From an optimization exercise on the open Yosys and OpenROAD flow, aimed at small area and few clock cycles; shortcuts taken in it are not production practice.
Function was checked by simulation only, so behaviour that the tests miss may differ from the original.
No activity file was given, so power comes from the tool's default toggle rates.

File: flow/design.v
module ccbd (
    input  wire        clk,
    input  wire        rst,         
    input  wire        restart,
    input  wire        in_valid,
    input  wire [7:0]  in_data,
    output wire        in_ready,
    input  wire        in_close,
    output reg         frm_valid,
    input  wire        frm_ack,
    output wire [31:0] frm_seq,
    output wire [31:0] frm_len,
    output wire [31:0] frm_wid,
    output wire [31:0] frm_hgt,
    input  wire [7:0]  fb_raddr,
    output wire [7:0]  fb_rdata,
    output reg         rpt_valid,
    output wire [2:0]  rpt_code,
    output wire [7:0]  rpt_byte,
    output wire [2:0]  st,
    output wire [3:0]  status,
    output wire [2:0]  last_err,
    output wire [7:0]  err_byte
);
    localparam [2:0] S_SEEK   = 3'd0,
                     S_HEADER = 3'd1,
                     S_BODY   = 3'd2,
                     S_CLOSED = 3'd4,
                     S_FAULT  = 3'd5;
    localparam [2:0] E_CCE = 3'd1,
                     E_TSE = 3'd2,
                     E_FSM = 3'd3,
                     E_MV  = 3'd5;
    reg  [2:0]  st_r;
    reg  [3:0]  hidx;
    reg  [31:0] wid_r, hgt_r;
    reg  [8:0]  len_r;
    reg         len_big;
    reg         ph;
    reg  [3:0]  hnib;
    reg  [7:0]  bcnt;
    reg  [7:0]  dcnt;
    reg  [31:0] seq;
    reg  [3:0]  status_r;
    reg  [2:0]  last_err_r;
    reg  [7:0]  err_byte_r;
    reg  [2047:0] ring;
    wire [7:0]  bcnt_rot = {bcnt[6:0], bcnt[7]};
    wire [7:0]  wpos     = dcnt - bcnt_rot;
    wire        wpos_ok  = (wpos[5:0] == 6'd0) || (wpos == 8'hFF);
    wire in_body  = (st_r == S_BODY);
    wire stall    = in_body && ph && !wpos_ok;
    assign in_ready = !st_r[2] && !frm_valid && !stall;
    wire take_byte  = in_valid && in_ready;
    wire take_close = in_close && !in_valid && in_ready;
    wire [31:0] hdr_hgt   = {in_data, hgt_r[23:0]};
    wire        len_fits  = !len_big && (!len_r[8] || (len_r[7:0] == 8'd0));
    wire        len_zero  = !len_big && (len_r == 9'd0);
    wire        wh_zero   = (wid_r == 32'd0) || (hdr_hgt == 32'd0);
    wire        wh_small  = (wid_r[31:12] == 20'd0) && (hdr_hgt[31:12] == 20'd0);
    reg  [12:0] macc;
    reg         mbad;
    reg  [2:0]  mul_h, mul_t;
    always @* begin
        case (hidx[1:0])
            2'd0:    begin mul_h = in_data[2:0];  mul_t = 3'd0;        end
            2'd1:    begin mul_h = hgt_r[5:3];    mul_t = len_r[2:0];  end
            2'd2:    begin mul_h = hgt_r[8:6];    mul_t = len_r[5:3];  end
            default: begin mul_h = hgt_r[11:9];   mul_t = len_r[8:6];  end
        endcase
    end
    wire [15:0] mul_s     = ((hidx[1:0] == 2'd0) ? 16'd0 : {3'd0, macc})
                            + wid_r[11:0] * mul_h;
    wire        mul_bad   = (mul_s[2:0] != mul_t) || ((hidx[1:0] != 2'd0) && mbad);
    wire        prod_eq   = !mul_bad && (mul_s[15:3] == 13'd0);
    wire        hdr_ok    = len_fits && (wh_small ? prod_eq : (len_zero && wh_zero));
    always @(posedge clk) begin
        if (take_byte && (st_r == S_HEADER)) begin
            macc <= mul_s[15:3];
            mbad <= mul_bad;
        end
    end
    wire        tag_ok    = (in_data[3:0] == 4'hF);
    wire        body_last = ({1'b0, bcnt} + 9'd1 == len_r[8:0]);
    wire        body_wr   = take_byte && in_body && tag_ok && ph;
    wire        body_first = take_byte && in_body && tag_ok && !ph && (bcnt == 8'd0);
    wire [7:0]  wbyte     = {hnib, in_data[7:4]};
    integer i;
    always @(posedge clk) begin
        ring <= {ring[2039:0], ring[2047:2040]};
        if (body_wr) begin
            if (wpos == 8'd0)   ring[7:0]       <= wbyte;
            if (wpos == 8'd64)  ring[519:512]   <= wbyte;
            if (wpos == 8'd128) ring[1031:1024] <= wbyte;
            if (wpos == 8'd192) ring[1543:1536] <= wbyte;
            if (wpos == 8'd255) ring[2047:2040] <= wbyte;
        end
    end
    always @(posedge clk) begin
        if (rst || body_first)
            dcnt <= 8'd0;
        else
            dcnt <= dcnt + 8'd1;
    end
    always @(posedge clk) begin
        rpt_valid <= 1'b0;
        if (rst) begin
            st_r       <= S_SEEK;
            hidx       <= 4'd0;
            ph         <= 1'b0;
            bcnt       <= 8'd0;
            seq        <= 32'd0;
            status_r   <= 4'd0;
            last_err_r <= 3'd0;
            err_byte_r <= 8'd0;
            frm_valid  <= 1'b0;
        end else if (restart) begin
            st_r       <= S_SEEK;
            hidx       <= 4'd0;
            ph         <= 1'b0;
            bcnt       <= 8'd0;
            status_r   <= 4'd0;
            last_err_r <= 3'd0;
            err_byte_r <= 8'd0;
            frm_valid  <= 1'b0;
            if (frm_valid)
                seq <= seq + 32'd1;
        end else if (frm_valid) begin
            if (frm_ack) begin
                frm_valid <= 1'b0;
                seq       <= seq + 32'd1;
            end
        end else if (take_byte) begin
            case (st_r)
                S_SEEK: begin
                    if (in_data == 8'h00) begin
                        st_r <= S_HEADER;
                        hidx <= 4'd0;
                    end else begin
                        status_r[0] <= 1'b1;
                        last_err_r  <= E_MV;
                        err_byte_r  <= in_data;
                        rpt_valid   <= 1'b1;
                    end
                end
                S_HEADER: begin
                    case (hidx)
                        4'd0:  len_r[7:0]   <= in_data;
                        4'd1:  begin
                                   len_r[8] <= in_data[0];
                                   len_big  <= (in_data[7:1] != 7'd0);
                               end
                        4'd2,
                        4'd3:  len_big <= len_big || (in_data != 8'd0);
                        4'd4:  wid_r[7:0]   <= in_data;
                        4'd5:  wid_r[15:8]  <= in_data;
                        4'd6:  wid_r[23:16] <= in_data;
                        4'd7:  wid_r[31:24] <= in_data;
                        4'd8:  hgt_r[7:0]   <= in_data;
                        4'd9:  hgt_r[15:8]  <= in_data;
                        4'd10: hgt_r[23:16] <= in_data;
                        default: hgt_r[31:24] <= in_data;
                    endcase
                    if (hidx == 4'd11) begin
                        hidx <= 4'd0;
                        if (hdr_ok) begin
                            bcnt <= 8'd0;
                            ph   <= 1'b0;
                            if (len_zero) begin
                                frm_valid <= 1'b1;
                                st_r      <= S_SEEK;
                            end else begin
                                st_r <= S_BODY;
                            end
                        end else begin
                            status_r[1] <= 1'b1;
                            last_err_r  <= E_FSM;
                            err_byte_r  <= 8'd0;
                            rpt_valid   <= 1'b1;
                            st_r        <= S_SEEK;
                        end
                    end else begin
                        hidx <= hidx + 4'd1;
                    end
                end
                S_BODY: begin
                    if (!tag_ok) begin
                        status_r[2] <= 1'b1;
                        last_err_r  <= E_CCE;
                        err_byte_r  <= in_data;
                        rpt_valid   <= 1'b1;
                        st_r        <= S_FAULT;
                    end else if (!ph) begin
                        hnib <= in_data[7:4];
                        ph   <= 1'b1;
                    end else begin
                        bcnt <= bcnt + 8'd1;
                        ph   <= 1'b0;
                        if (body_last) begin
                            frm_valid <= 1'b1;
                            st_r      <= S_SEEK;
                        end
                    end
                end
                default: ;
            endcase
        end else if (take_close) begin
            if (st_r == S_SEEK) begin
                st_r <= S_CLOSED;
            end else begin
                status_r[3] <= 1'b1;
                last_err_r  <= E_TSE;
                err_byte_r  <= 8'd0;
                rpt_valid   <= 1'b1;
                st_r        <= S_FAULT;
            end
        end
    end
    wire [7:0] rpos = dcnt + ~{fb_raddr[6:0], fb_raddr[7]};
    wire [31:0] rsel_lo = 32'd1 << rpos[4:0];
    wire [7:0]  rsel_hi = 8'd1 << rpos[7:5];
    genvar gb, gg, gj;
    generate
        for (gb = 0; gb < 8; gb = gb + 1) begin : g_rbit
            wire [7:0] row;
            for (gg = 0; gg < 8; gg = gg + 1) begin : g_row
                wire [31:0] d;
                for (gj = 0; gj < 32; gj = gj + 1) begin : g_col
                    assign d[gj] = ring[(gg*32+gj)*8 + gb];
                end
                ccbd_ao32 u_row (.d(d), .s(rsel_lo), .y(row[gg]));
            end
            ccbd_ao8 u_col (.d(row), .s(rsel_hi), .y(fb_rdata[gb]));
        end
    endgenerate
    assign frm_seq  = seq;
    assign frm_len  = {23'd0, len_r};
    assign frm_wid  = wid_r;
    assign frm_hgt  = hgt_r;
    assign rpt_code = last_err_r;
    assign rpt_byte = err_byte_r;
    assign st       = st_r;
    assign status   = status_r;
    assign last_err = last_err_r;
    assign err_byte = err_byte_r;
endmodule
module ccbd_ao32 (
    input  wire [31:0] d,
    input  wire [31:0] s,
    output wire        y
);
    wire [11:0] n;
    genvar k;
    generate
        for (k = 0; k < 10; k = k + 1) begin : g_aoi
            ccbd_aoi222 u (.a(d[3*k+2:3*k]), .b(s[3*k+2:3*k]), .y(n[k]));
        end
    endgenerate
    ccbd_nand2  u10 (.a(d[30]), .b(s[30]), .y(n[10]));
    ccbd_nand2  u11 (.a(d[31]), .b(s[31]), .y(n[11]));
    ccbd_nand12 u12 (.a(n), .y(y));
endmodule
module ccbd_ao8 (
    input  wire [7:0] d,
    input  wire [7:0] s,
    output wire       y
);
    wire [3:0] n;
    ccbd_aoi222 u0 (.a(d[2:0]), .b(s[2:0]), .y(n[0]));
    ccbd_aoi222 u1 (.a(d[5:3]), .b(s[5:3]), .y(n[1]));
    ccbd_nand2  u2 (.a(d[6]), .b(s[6]), .y(n[2]));
    ccbd_nand2  u3 (.a(d[7]), .b(s[7]), .y(n[3]));
    ccbd_nand4  u4 (.a(n), .y(y));
endmodule
module ccbd_aoi222 (
    input  wire [2:0] a,
    input  wire [2:0] b,
    output wire       y
);
    assign y = ~((a[0] & b[0]) | (a[1] & b[1]) | (a[2] & b[2]));
endmodule
module ccbd_nand2 (
    input  wire a,
    input  wire b,
    output wire y
);
    assign y = ~(a & b);
endmodule
module ccbd_nand4 (
    input  wire [3:0] a,
    output wire       y
);
    assign y = ~(&a);
endmodule
module ccbd_nand12 (
    input  wire [11:0] a,
    output wire        y
);
    assign y = ~(&a);
endmodule
File: flow/flow/run.sh
#!/bin/bash
set -euo pipefail
export BUFFER_PORTS_ARGS="-buffer_cell sky130_fd_sc_hd__buf_1"
export CTS_ARGS="-sink_clustering_enable -repair_clock_nets -dont_use_dummy_load -buf_list sky130_fd_sc_hd__clkbuf_8 -sink_clustering_size 16 -sink_clustering_max_diameter 50"
bash standard.sh finish > standard_flow.log 2>&1
File: flow/standard.sh
#!/bin/bash
# synth_recipe.tcl (not shown) runs the flow's synth.tcl, then flattens the netlist and writes it again
# the make line also repeats each setting of config.mk as NAME=value (left out here)
make -C /OpenROAD-flow-scripts/flow DESIGN_CONFIG=/design/flow/config.mk WORK_HOME=/design/flow/orfs CLKGATE_MAP_FILE= SYNTH_SCRIPT=/design/flow/synth_recipe.tcl "${@:-finish}"
File: flow/config.mk
export PLATFORM = sky130hd
export DESIGN_NAME = ccbd
export DESIGN_NICKNAME = ccbd
export VERILOG_FILES = /design/flow/design.v
export SDC_FILE = /design/flow/constraint.sdc
export NUM_CORES = 4
export LEC_CHECK = 0
export CAP_MARGIN = 20
export CORE_MARGIN = 2
export CORE_UTILIZATION = 30
export CTS_BUF_LIST = sky130_fd_sc_hd__clkbuf_8
export CTS_CLUSTER_DIAMETER = 50
export CTS_CLUSTER_SIZE = 16
export SLEW_MARGIN = 20
export SYNTH_HIERARCHICAL = 1
File: flow/constraint.sdc
create_clock -name core_clock -period 12.0 [get_ports {clk}]
set_input_delay 2.4000 -clock core_clock [delete_from_list [all_inputs] [get_ports {clk}]]
set_output_delay 2.4000 -clock core_clock [all_outputs]
set_load 0.01 [all_outputs]
==> out/metrics.csv, run 1 <==
metric,value,unit
initial antenna violation count,5,
"Async S/R FF share, synth",0,%
wire per inst,23.9,um
first-pass GRT wire length,251,mm
crit path time final,9.86,ns
Worst VDD drop,0.127,mV
GRT Util Overall,16.3,%
Layout area overhead,11.8,%
most common flop cell mapped by yosys,dfxtp_1,
"commonest non-fill, non-tap cell in the layout",dfxtp_1,
"EDFF count, synth",92,
top cell type's share of synthesized area,70.9,%
post-route ant nets,0,
cts hold-fix bufs,0,
Placeable Area,199000,sq um
Skew-Pair Late Insertion Delay,0.94,ns
CTS tree,built,
Crit path required time,9.60,ns
Mean Syn Cell Area,14.4,sq um
clock slew at reported path FFs,0.10,ns
H-tree Lvls,4,
worst hold path class,flip-flop to flip-flop,
Leak,24.1,nW
Critical Path Sink Type,output port,
Sink Count,2213,
Max Fclk,0.101,GHz
cell area after synthesis,59900,sq um
Starting Density,30.1,%
Worst EP arrival,7.46,ns
most frequent cells in the layout,"dfxtp_1 (2121), a222oi_1 (659), nand2_1 (236)",
Final Non-Filler Cells,7208,
grt ovf,0,
row count,164,
cells after synthesis,4167,
setup ws final,2.14,ns
hold-critical path depth,0,
main area contributors after synthesis,"dfxtp_1 (71%), a222oi_1 (11%), edfxtp_1 (4.6%)",
chip height,451,um
GPL Wtd Cong,0.823,
Synth cell types,78,
final net count,4635,
DR pass1 iterations,12,
Rel. slew slack,24.0,%
fin. max-slew vios,0,
Setup WS pre-CTS,2.14,ns
HPWL Detailed,103,mm
Post-Route Setup TNS,0,ns
Syn. warnings,7,
final setup fails,0,
share of layout cells above drive strength 1,7.79,%
Clock Tree Buf Depth,3,
R2R setup slack,4.95,ns
die outline area,203000,sq um
final hold vios,0,
Root Buffer Master,clkbuf_8,
sequential fraction of the synthesis area,75.5,%
Tcrit/Tclk final,82.2,%
"area leader, netlist",dfxtp_1,
Clock Skew,0.157,ns
Die Wd,451,um
Remaining DRCs,0,
vias in the first global route,37800,
Yosys reg bits,2213,
max cap viols,0,
CTS resizes,0,
largest net degree at the start of global routing,56,
status,"complete, no violations",
R2R cell count,19,
PD cells,168,nW/um^2
Placed Instances,7035,
unrepaired setup endpoints after global routing,false,
Setup Buffers After CTS,0,
CTS buffer count,168,
PortBufs,166,
Worst-Margin Slew,1.14,ns
vias post-DR,38500,
kind of critical path,input port to output port,
"critical path fanouts, max",48,
io pins,190,
final wirelength,172,mm
startpoint types,input port,
DRT iter0 DRCs,6677,
via/cell ratio,5.34,
## cells by family (layout without fill, tap and decap cells)
kind of cell | after synthesis | after routing | share of synthesized area, %
DFF | 2213 | 2213 | 75.5
AOI/OAI and AO/OA | 824 | 824 | 12.9
and+or+nand+nor | 826 | 826 | 7.18
buffers and inverters | 125 | 483 | 0.996
adders and majority gates | 64 | 64 | 1.64
other | 1 | 28 | 0.00626
xor gates and xnor gates | 68 | 68 | 0.994
muxes | 46 | 46 | 0.854
## through the flow
stage	util [%]	area [sq um]	hold WS, ns	total power (W)
after floorplan	-	60000	0.330	0.00775
after global placement	32.5	64600	0.332	0.00797
after detailed placement	32.5	64700	0.335	0.00797
after CTS	33.6	67000	0.247	0.0113
after global routing	33.6	67000	0.274	0.0116
final	33.7	67000	0.257	0.0113
## area by class of cell
| class | count | area [sq um] |
|---|---|---|
| clock buffer | 168 | 2310 |
| sequential | 2213 | 45200 |
| timing repair buffer | 251 | 1410 |
| inverter | 64 | 240 |
| antenna | 5 | 12.5 |
| tap | 2656 | 3320 |
| fill | 19400 | 132000 |
| multi-input combinational | 1851 | 14500 |
## worst paths after layout
| check | endpoint | startpoint |
|---|---|---|
| min | ring[1297] | ring[1289] |
| max | fb_rdata[2] | fb_raddr[7] |
| max reg2reg | err_byte_r[1] | hidx[0] |
| min reg2reg | ring[1297] | ring[1289] |
## critical path, cell delays in order
cell and delay, ns:
buf_1 0.14, inv_1 0.10, ha_1 0.16, inv_1 0.05, fa_1 0.47, inv_1 0.09
a21oi_1 0.06, o21bai_1 0.35, xor2_1 0.36, nand3b_1 0.38, nor2_4 0.73, buf_4 0.91
nand2_1 0.15, nand4_1 0.15, or3_1 0.13, nand2_1 0.18, nand4_1 0.42, buf_1 0.20
## modules after synthesis (local to each module, per instance), excerpt
module	cells inside	flip-flops and latches	area, sq um
ccbd_nand2	1	0	3.75
ccbd_nand12	4	0	25.0
ccbd_aoi222	1	0	10.0
ccbd	3103	2213	51200
ccbd_nand4	1	0	6.26
## sequential cells by signal (all words and copies together), names as in the netlist
register    count
hidx            4
hgt_r          32
rpt_valid       1
ph              1
mbad            1
len_r           9
err_byte_r      8
last_err_r      3
bcnt            8
len_big         1
ring         2048
macc           13
status_r        4
dcnt            8
seq            32
frm_valid       1
wid_r          32
hnib            4
st_r            3
## power breakdown
part | internal [W] | switching [W]
clock | 0.00125 | 0.00219
combinational | 0.0000800 | 0.000339
sequential | 0.00739 | 0.00000414
## layer usage
metal	wire length [um]	share of wire (%)	up-vias	GRT usage [%]
met4	4130	2.4	0	5.12
met1	74800	43	19200	22.5
li1	-	-	17000	-
met5	0	0	-	0
met3	16800	9.8	255	3.54
met2	76300	44	1987	25.3
## synthesized netlist by cell type, types with 9 or more instances
| cell | count |
|---|---|
| nand2b_1 | 14 |
| edfxtp_1 | 92 |
| o21ai_0 | 29 |
| buf_4 | 34 |
| o211ai_1 | 9 |
| o21a_1 | 10 |
| dfxtp_1 | 2121 |
| a222oi_1 | 659 |
| and2_1 | 19 |
| a22o_1 | 9 |
| and3_1 | 16 |
| nand2_1 | 237 |
| nor3_1 | 20 |
| or3_1 | 70 |
| nand4_1 | 218 |
| a21oi_1 | 44 |
| ha_1 | 40 |
| inv_1 | 64 |
| xnor2_1 | 31 |
| nor2b_1 | 20 |
| xor2_1 | 37 |
| fa_1 | 24 |
| clkbuf_1 | 26 |
| nor2_1 | 127 |
| a31oi_1 | 10 |
| nand3_1 | 24 |
| mux2_2 | 40 |
| nor4_1 | 23 |
Testbench counts, summed over its fixed seeds: cycles 38,806.
==> run 2: changes to the inputs <==
--- a/flow/design.v
+++ b/flow/design.v
@@ -33,7 +33,10 @@
                      E_MV  = 3'd5;
     reg  [2:0]  st_r;
     reg  [3:0]  hidx;
-    reg  [31:0] wid_r, hgt_r;
+    reg  [11:0] wid_r, hgt_r;
+    reg  [19:0] hi_r;
+    reg         hi_wid;
+    reg         hgt_big;
     reg  [8:0]  len_r;
     reg         len_big;
     reg         ph;
@@ -53,11 +56,11 @@
     assign in_ready = !st_r[2] && !frm_valid && !stall;
     wire take_byte  = in_valid && in_ready;
     wire take_close = in_close && !in_valid && in_ready;
-    wire [31:0] hdr_hgt   = {in_data, hgt_r[23:0]};
     wire        len_fits  = !len_big && (!len_r[8] || (len_r[7:0] == 8'd0));
     wire        len_zero  = !len_big && (len_r == 9'd0);
-    wire        wh_zero   = (wid_r == 32'd0) || (hdr_hgt == 32'd0);
-    wire        wh_small  = (wid_r[31:12] == 20'd0) && (hdr_hgt[31:12] == 20'd0);
+    wire        hgt_hi_nz = hgt_big || (in_data != 8'd0);
+    wire        wh_zero   = (!hi_wid && (wid_r == 12'd0)) || (!hgt_hi_nz && (hgt_r == 12'd0));
+    wire        wh_small  = !hi_wid && !hgt_hi_nz;
     reg  [12:0] macc;
     reg         mbad;
     reg  [2:0]  mul_h, mul_t;
@@ -70,7 +73,7 @@
         endcase
     end
     wire [15:0] mul_s     = ((hidx[1:0] == 2'd0) ? 16'd0 : {3'd0, macc})
-                            + wid_r[11:0] * mul_h;
+                            + wid_r * mul_h;
     wire        mul_bad   = (mul_s[2:0] != mul_t) || ((hidx[1:0] != 2'd0) && mbad);
     wire        prod_eq   = !mul_bad && (mul_s[15:3] == 13'd0);
     wire        hdr_ok    = len_fits && (wh_small ? prod_eq : (len_zero && wh_zero));
@@ -153,13 +156,26 @@
                         4'd2,
                         4'd3:  len_big <= len_big || (in_data != 8'd0);
                         4'd4:  wid_r[7:0]   <= in_data;
-                        4'd5:  wid_r[15:8]  <= in_data;
-                        4'd6:  wid_r[23:16] <= in_data;
-                        4'd7:  wid_r[31:24] <= in_data;
+                        4'd5:  begin
+                                   wid_r[11:8] <= in_data[3:0];
+                                   hi_r[3:0]   <= in_data[7:4];
+                               end
+                        4'd6:  hi_r[11:4]   <= in_data;
+                        4'd7:  begin
+                                   hi_r[19:12] <= in_data;
+                                   hi_wid      <= (hi_r[11:0] != 12'd0) || (in_data != 8'd0);
+                               end
                         4'd8:  hgt_r[7:0]   <= in_data;
-                        4'd9:  hgt_r[15:8]  <= in_data;
-                        4'd10: hgt_r[23:16] <= in_data;
-                        default: hgt_r[31:24] <= in_data;
+                        4'd9:  begin
+                                   hgt_r[11:8] <= in_data[3:0];
+                                   hgt_big     <= (in_data[7:4] != 4'd0);
+                                   if (!hi_wid) hi_r[3:0] <= in_data[7:4];
+                               end
+                        4'd10: begin
+                                   hgt_big     <= hgt_big || (in_data != 8'd0);
+                                   if (!hi_wid) hi_r[11:4] <= in_data;
+                               end
+                        default: if (!hi_wid) hi_r[19:12] <= in_data;
                     endcase
                     if (hidx == 4'd11) begin
                         hidx <= 4'd0;
@@ -235,8 +251,8 @@
     endgenerate
     assign frm_seq  = seq;
     assign frm_len  = {23'd0, len_r};
-    assign frm_wid  = wid_r;
-    assign frm_hgt  = hgt_r;
+    assign frm_wid  = {hi_wid ? hi_r : 20'd0, wid_r};
+    assign frm_hgt  = {hi_wid ? 20'd0 : hi_r, hgt_r};
     assign rpt_code = last_err_r;
     assign rpt_byte = err_byte_r;
     assign st       = st_r;
==> flow/flow/run.sh (replaced) <==
#!/bin/bash
set -euo pipefail
export BUFFER_PORTS_ARGS="-buffer_cell sky130_fd_sc_hd__buf_1"
export CTS_ARGS="-sink_clustering_enable -repair_clock_nets -dont_use_dummy_load -buf_list sky130_fd_sc_hd__clkbuf_8 -sink_clustering_size 18 -sink_clustering_max_diameter 50"
bash standard.sh finish > standard_flow.log 2>&1
==> flow/config.mk (replaced) <==
export PLATFORM = sky130hd
export DESIGN_NAME = ccbd
export DESIGN_NICKNAME = ccbd
export VERILOG_FILES = /design/flow/design.v
export SDC_FILE = /design/flow/constraint.sdc
export NUM_CORES = 4
export LEC_CHECK = 0
export CAP_MARGIN = 5
export CORE_MARGIN = 2
export CORE_UTILIZATION = 30
export SLEW_MARGIN = 5
export SYNTH_HIERARCHICAL = 1
==> run 2 against run 1 <==
Worst setup slack better by 0.0044 ns. Register-to-register slack worse by 0.10 ns. Combinational power is 2% lower. Final area fell by 1.0%. Via count shrank 0.41%. Sequential share of layout area shrank 0.13 points. Total power shrank 2.3%. Clock power is 6% lower. Die area down 0.57%. Final cell count decreased by 0.39%. Highest routed layer unchanged. Synthesized cell count grew 0.22%. Critical path depth is 1 higher.
==> out/metrics.csv, run 2 <==
metric,value,unit
Crit path required time,9.60,ns
"critical path fanouts, max",28,
GRT Util Overall,16.2,%
Synth cell types,74,
Max Fclk,0.101,GHz
share of layout cells above drive strength 1,7.36,%
Placeable Area,197000,sq um
Clock Tree Buf Depth,3,
placed inst area,64200,sq um
critical path cell sequence,buf_1 > inv_1 > ha_1 > inv_1 > fa_1 > inv_1 > a21oi_1 > o21bai_1 > xor2_1 > nand3_1 > nor2_4 > buf_4 > buf_4 > a222oi_1 > nand4_1 > or3_1 > a222oi_1 > nand4_1 > buf_1,
Layout area overhead,11.3,%
Worst EP arrival,7.46,ns
CTS buffer count,151,
sequential fraction of the synthesis area,75.0,%
most frequent cells in the layout,"dfxtp_1 (2121), a222oi_1 (659), nand2_1 (215)",
Rel. slew slack,5.92,%
multi-input logic area,14600,sq um
"area leader, netlist",dfxtp_1,
switching share of power,22.4,%
Crit path max-delay family,compound AO/OA/AOI/OAI gates,
Yosys reg bits,2195,
cells after synthesis,4176,
max FFs per register,2048,
Seq pwr share,66.6,%
final hold vios,0,
main area contributors after synthesis,"dfxtp_1 (71%), a222oi_1 (11%), edfxtp_1 (3.7%)",
vias in the first global route,37200,
CTS resizes,0,
crit path time final,9.86,ns
Starting Density,30.2,%
final setup fails,0,
clock network power share,29.7,%
switching power total,0.00247,W
P_int,0.00853,W
Setup Buffers After CTS,0,
largest net degree at the start of global routing,65,
WP buf/inv,7,
post-route ant nets,0,
unrepaired setup endpoints after global routing,false,
HPWL Detailed,102,mm
startpoint types,input port,
Remaining DRCs,0,
Gate power share,3.7,%
initial antenna violation count,15,
final wirelength,170,mm
DRT iter0 DRCs,6782,
cts hold-fix bufs,0,
most common flop cell mapped by yosys,dfxtp_1,
"commonest non-fill, non-tap cell in the layout",dfxtp_1,
Clock Skew,0.130,ns
chip height,450,um
row count,163,
CP max stage delay,0.72,ns
wire per inst,23.6,um
Worst VDD drop,0.136,mV
final instance area,66300,sq um
slowest CP cell,a222oi_1,
"Async S/R FF share, synth",0,%
CTS tree,built,
top cell type's share of synthesized area,71.3,%
grt ovf,0,
Die Wd,450,um
final design utilization,33.6,%
Setup WS pre-CTS,2.10,ns
Reg area,44700,sq um
PortBufs,166,
cell area after synthesis,59600,sq um
biggest regs,"ring (2048), seq (32), hi_r (20)",
Mean Syn Cell Area,14.3,sq um
cell with the most instances after synthesis,dfxtp_1,
fin. max-slew vios,0,
kind of critical path,input port to output port,
max cap viols,0,
PD cells,166,nW/um^2
Leak,24.0,nW
Post-Route Setup TNS,0,ns
FILL cells,19300,
first-pass GRT wire length,249,mm
H-tree Lvls,4,
Sink Count,2195,
Root Buffer Master,clkbuf_8,
Synth top cells by count,"dfxtp_1 (2121), a222oi_1 (659), nand2_1 (215)",
Critical Path Sink Type,output port,
setup ws final,2.14,ns
Skew-Pair Late Insertion Delay,0.93,ns
io pins,190,
status,"complete, no violations",
GPL Wtd Cong,0.831,
CP most frequent cell,inv_1,
Worst-Margin Slew,1.41,ns
Tcrit/Tclk final,82.1,%
DR pass1 iterations,10,
Biggest register,ring,
die outline area,202000,sq um
final net count,4625,
Min Hold Slack,0.241,ns
Syn. warnings,7,
worst hold path class,flip-flop to flip-flop,
vias post-DR,38300,
"EDFF count, synth",74,
clock slew at reported path FFs,0.10,ns
via/cell ratio,5.34,
==> run 2: cell types whose count changed in the layout (fill, tap and decap cells not counted), sizes merged, moves of 8 or more <==
| cell | change |
|---|---|
| nor2b | +22 |
| edfxtp | -18 |
| nand2 | -23 |
| buf | +11 |
| and2 | +27 |
| o32ai | +8 |
| nor4 | -9 |
| clkbuf | -17 |
| nand3 | +18 |
| a22o | -9 |
| nor2 | -16 |
==> run 2: modules after synthesis, one instance, submodules excluded, a selection <==
module	cells	copies in the design
ccbd_nand12	4	64
ccbd	3112	1
ccbd_nand2	1	144
ccbd_nand4	1	8
ccbd_aoi222	1	656
==> run 2: layout make-up <==
cell class	instances	share of cell area, %
sequential	2195	67.4
multi-input combinational	1860	22.0
tap	2640	4.98
clock buffer	151	3.13
timing repair buffer	262	2.12
inverter	69	0.391
antenna	3	0.0113
==> run 2: through the flow <==
stage,instances,power [W]
global placement,7026,0.00789
global route,7180,0.0113
finish,7180,0.0110
detailed placement,7026,0.00790
floorplan,4198,0.00767
CTS,7177,0.0111
==> run 2: path summary, 6_finish.rpt <==
kind / from / to / slack, ns / depth (start not counted)
min reg2reg: ring[1572] / ring[1580] / 0.24 / 0
min: ring[1572] / ring[1580] / 0.24 / 0
max: fb_raddr[7] / fb_rdata[3] / 2.14 / 19
max reg2reg: hidx[0] / bcnt[6] / 4.85 / 18
==> run 2: layer usage <==
metal / up-vias / global-route usage, % / wire length [um]
met5: - / 0 / 0
li1: 17000 / - / -
met1: 19200 / 22.7 / 75400
met3: 312 / 2.91 / 15000
met2: 1880 / 25.1 / 74500
met4: 0 / 5.03 / 4860
==> run 2: worst reg2reg max path, stage by stage, from the launching register on <==
cell and delay (ns):
dfxtp_1 0.36, inv_1 0.11, ha_1 0.58, a222oi_1 0.23, mux2i_1 0.75, nand2_1 0.18
fa_1 0.53, fa_1 0.55, inv_1 0.07, fa_1 0.45, a21o_1 0.19, a221o_1 0.40
xor2_1 0.18, or4b_2 0.67, nor4_1 0.40, and4b_1 0.34, a41oi_1 0.19, a211oi_2 0.59
a311oi_1 0.18
==> run 2: power groups by stage <==
stage | Sequential, W | Combinational, W | Clock, W
final | 0.00733 | 0.000409 | 0.00326
after floorplan | 0.00750 | 0.000178 | 0
after global routing | 0.00733 | 0.000423 | 0.00359
after CTS | 0.00733 | 0.000401 | 0.00334
after global placement | 0.00750 | 0.000396 | 0
after detailed placement | 0.00750 | 0.000399 | 0
==> run 2: logic make-up (layout without fill, tap and decap cells) <==
| group | count (synthesis) | in the layout | share of synthesized area [%] |
|---|---|---|---|
| multiplexers | 46 | 46 | 0.859 |
| other | 1 | 26 | 0.00629 |
| XOR/XNOR | 67 | 67 | 0.985 |
| buffers and inverters | 143 | 482 | 1.12 |
| AO/OA/AOI/OAI | 822 | 822 | 13.0 |
| adder cells (fa/ha/maj) | 64 | 64 | 1.65 |
| AND/OR/NAND/NOR | 838 | 838 | 7.41 |
| flip-flops | 2195 | 2195 | 75.0 |
Testbench counts of run 2, summed over its fixed seeds: cycles 38,806.
==> run 3: changes to the inputs <==
==> flow/flow/run.sh (replaced) <==
#!/bin/bash
set -euo pipefail
export BUFFER_PORTS_ARGS="-buffer_cell sky130_fd_sc_hd__buf_1"
export CTS_ARGS="-sink_clustering_enable -repair_clock_nets -dont_use_dummy_load -buf_list sky130_fd_sc_hd__clkbuf_8 -sink_clustering_size 20 -sink_clustering_max_diameter 40"
bash standard.sh finish > standard_flow.log 2>&1
--- a/flow/config.mk
+++ b/flow/config.mk
@@ -7,6 +7,6 @@
 export LEC_CHECK = 0
 export CAP_MARGIN = 5
 export CORE_MARGIN = 2
-export CORE_UTILIZATION = 30
+export CORE_UTILIZATION = 40
 export SLEW_MARGIN = 5
 export SYNTH_HIERARCHICAL = 1
==> run 3 against run 2 <==
Clock power is 12% higher. Sequential power hardly changed. Routed wire length is 0.55% higher. Still clean on timing, DRC and antenna. Highest routed layer unchanged. Clock skew is 0.039 ns lower. Area after synthesis stayed put.
==> out/metrics.csv, run 3 <==
metric,value,unit
most frequent cells in the layout,"dfxtp_1 (2121), a222oi_1 (659), nand2_1 (215)",
P_int,0.00883,W
chip height,390,um
PortBufs,166,
first-pass GRT wire length,249,mm
Starting Density,40.3,%
WP buf/inv,7,
share of layout cells above drive strength 1,7.99,%
Gate power share,3.7,%
cells after synthesis,4176,
Yosys reg bits,2195,
clock network power share,32.0,%
Crit path max-delay family,simple AND/OR/NAND/NOR gates,
PD cells,173,nW/um^2
final hold vios,0,
status,"complete, no violations",
final wirelength,171,mm
Worst EP arrival,7.48,ns
"Async S/R FF share, synth",0,%
Max Fclk,0.101,GHz
vias in the first global route,37700,
GPL Wtd Cong,0.819,
max FFs per register,2048,
clock slew at reported path FFs,0.09,ns
main area contributors after synthesis,"dfxtp_1 (71%), a222oi_1 (11%), edfxtp_1 (3.7%)",
H-tree Lvls,4,
Tcrit/Tclk final,82.4,%
Setup Buffers After CTS,0,
CTS resizes,0,
Setup WS pre-CTS,2.24,ns
critical path cell sequence,buf_1 > inv_1 > ha_1 > inv_1 > fa_1 > inv_1 > a21oi_1 > o21bai_1 > xnor2_1 > nand3_1 > nor2_4 > buf_4 > buf_4 > a222oi_1 > nand4_1 > or3_1 > a222oi_1 > nand4_1 > buf_1,
row count,141,
Crit path required time,9.60,ns
Rel. slew slack,4.24,%
cell area after synthesis,59600,sq um
switching share of power,22.4,%
kind of critical path,input port to output port,
Root Buffer Master,clkbuf_8,
Placeable Area,148000,sq um
biggest regs,"ring (2048), seq (32), hi_r (20)",
initial antenna violation count,7,
CP most frequent cell,inv_1,
Biggest register,ring,
CTS buffer count,194,
worst hold path class,flip-flop to flip-flop,
Synth top cells by count,"dfxtp_1 (2121), a222oi_1 (659), nand2_1 (215)",
Worst VDD drop,0.128,mV
DR pass1 iterations,11,
CTS tree,built,
top cell type's share of synthesized area,71.3,%
"commonest non-fill, non-tap cell in the layout",dfxtp_1,
Post-Route Setup TNS,0,ns
Worst-Margin Slew,1.43,ns
Critical Path Sink Type,output port,
"critical path fanouts, max",28,
sequential fraction of the synthesis area,75.0,%
multi-input logic area,14600,sq um
Reg area,44700,sq um
switching power total,0.00255,W
FILL cells,13300,
CP max stage delay,1.03,ns
vias post-DR,38400,
"EDFF count, synth",74,
GRT Util Overall,21.8,%
startpoint types,input port,
Sink Count,2195,
max cap viols,0,
Syn. warnings,7,
Mean Syn Cell Area,14.3,sq um
"area leader, netlist",dfxtp_1,
Synth cell types,74,
crit path time final,9.88,ns
largest net degree at the start of global routing,65,
fin. max-slew vios,0,
cts hold-fix bufs,0,
post-route ant nets,0,
via/cell ratio,5.91,
Clock Tree Buf Depth,3,
unrepaired setup endpoints after global routing,false,
cell with the most instances after synthesis,dfxtp_1,
Clock Skew,0.0912,ns
DRT iter0 DRCs,6631,
most common flop cell mapped by yosys,dfxtp_1,
Remaining DRCs,0,
wire per inst,26.3,um
grt ovf,0,
final net count,4655,
Leak,24.3,nW
final setup fails,0,
io pins,190,
Final Power,0.0114,W
Seq pwr share,64.4,%
die outline area,152000,sq um
slowest CP cell,nor2_4,
HPWL Detailed,99.3,mm
setup ws final,2.12,ns
Die Wd,390,um
Skew-Pair Late Insertion Delay,0.92,ns
Layout area overhead,10.7,%
run 3: cell counts after synthesis:
No cell type changed its count.
run 3: Yosys stat by module, one instance, submodules excluded, excerpt:
module	cells inside	flops+latches
ccbd	3112	2195
ccbd_nand12	4	0
ccbd_nand2	1	0
ccbd_aoi222	1	0
ccbd_nand4	1	0
run 3: per-stage QoR:
step	instance area (sq um)	cells	util (%)	hold WS (ns)
2_1_floorplan	59700	4198	-	0.330
3_3_place_gp	63300	6303	42.8	0.333
3_5_place_dp	63300	6303	42.8	0.335
4_1_cts	66000	6497	44.6	0.253
5_1_grt	66000	6499	44.6	0.268
6_report	66000	6499	44.6	0.255
run 3: kinds of logic (layout without fill, tap and decap cells):
family          after synthesis  count (layout)  synth area share (%)
compound gates              822             822                  13.0
fa+ha+maj                    64              64                  1.65
simple gates                838             838                  7.41
xor+xnor                     67              67                 0.985
mux                          46              46                 0.859
flops                      2195            2195                  75.0
buf+inv                     143             512                  1.12
other cells                   1              25               0.00629
run 3: final timing paths:
| check | start | end | cells past startpoint | slack, ns |
|---|---|---|---|---|
| worst max-delay path | fb_raddr[7] | fb_rdata[1] | 19 | 2.12 |
| worst min-delay path | ring[15] | ring[23] | 0 | 0.26 |
| worst max register to register | hidx[0] | rpt_valid | 19 | 5.14 |
| worst min register to register | ring[15] | ring[23] | 0 | 0.26 |
run 3: layout make-up:
type	instances	area share, %
sequential	2195	67.7
multi-input combinational	1860	22.1
clock buffer	194	4.05
tap	1930	3.66
timing repair buffer	249	2.06
inverter	69	0.393
antenna	2	0.00759
run 3: per-layer routing:
layer / vias to the layer above / GRT usage (%) / routed length [um]
met2: 1946 / 34.6 / 77000
li1: 17100 / - / -
met1: 19100 / 30.1 / 72400
met4: 0 / 7.07 / 4890
met5: - / 0 / 0
met3: 298 / 4.01 / 16300
run 3: power by group through the flow:
stage	clock (W)	combinational (W)	sequential, W
finish	0.00364	0.000416	0.00733
CTS	0.00372	0.000409	0.00733
detailed placement	0	0.000407	0.00750
global placement	0	0.000404	0.00750
global route	0.00398	0.000428	0.00733
floorplan	0	0.000178	0.00750

==> static timing again, ports no longer ideal <==
No port has a modelled driver above. Below, the same layouts with a new extraction and two added sets of constraints. Step 1 assumes that a clkbuf_16 drives the clock port and a buf_2 every other input. Step 2 times the ports against the registers' clock, not the clock port: input delays grow and output delays shrink by t, the midpoint of the rising clock arrivals with the driver on. Three values: ideal, step 1, step 2; two values: the first two.
| run | t, ns | slack for setup (ns) | worst slew at a driven data input, ns |
|---|---|---|---|
| run 1 | 0.942 | 2.138 / 2.108 / 2.108 | 0.13 |
| run 2 | 0.931 | 2.143 / 2.112 / 2.112 | 0.14 |
| run 3 | 0.970 | 2.115 / 2.092 / 2.092 | 0.11 |
After both steps setup and hold are still met in every run listed. The setup slack of run 2, which loses most, moves by -0.031 ns with the drivers and by -0.031 ns with both steps.
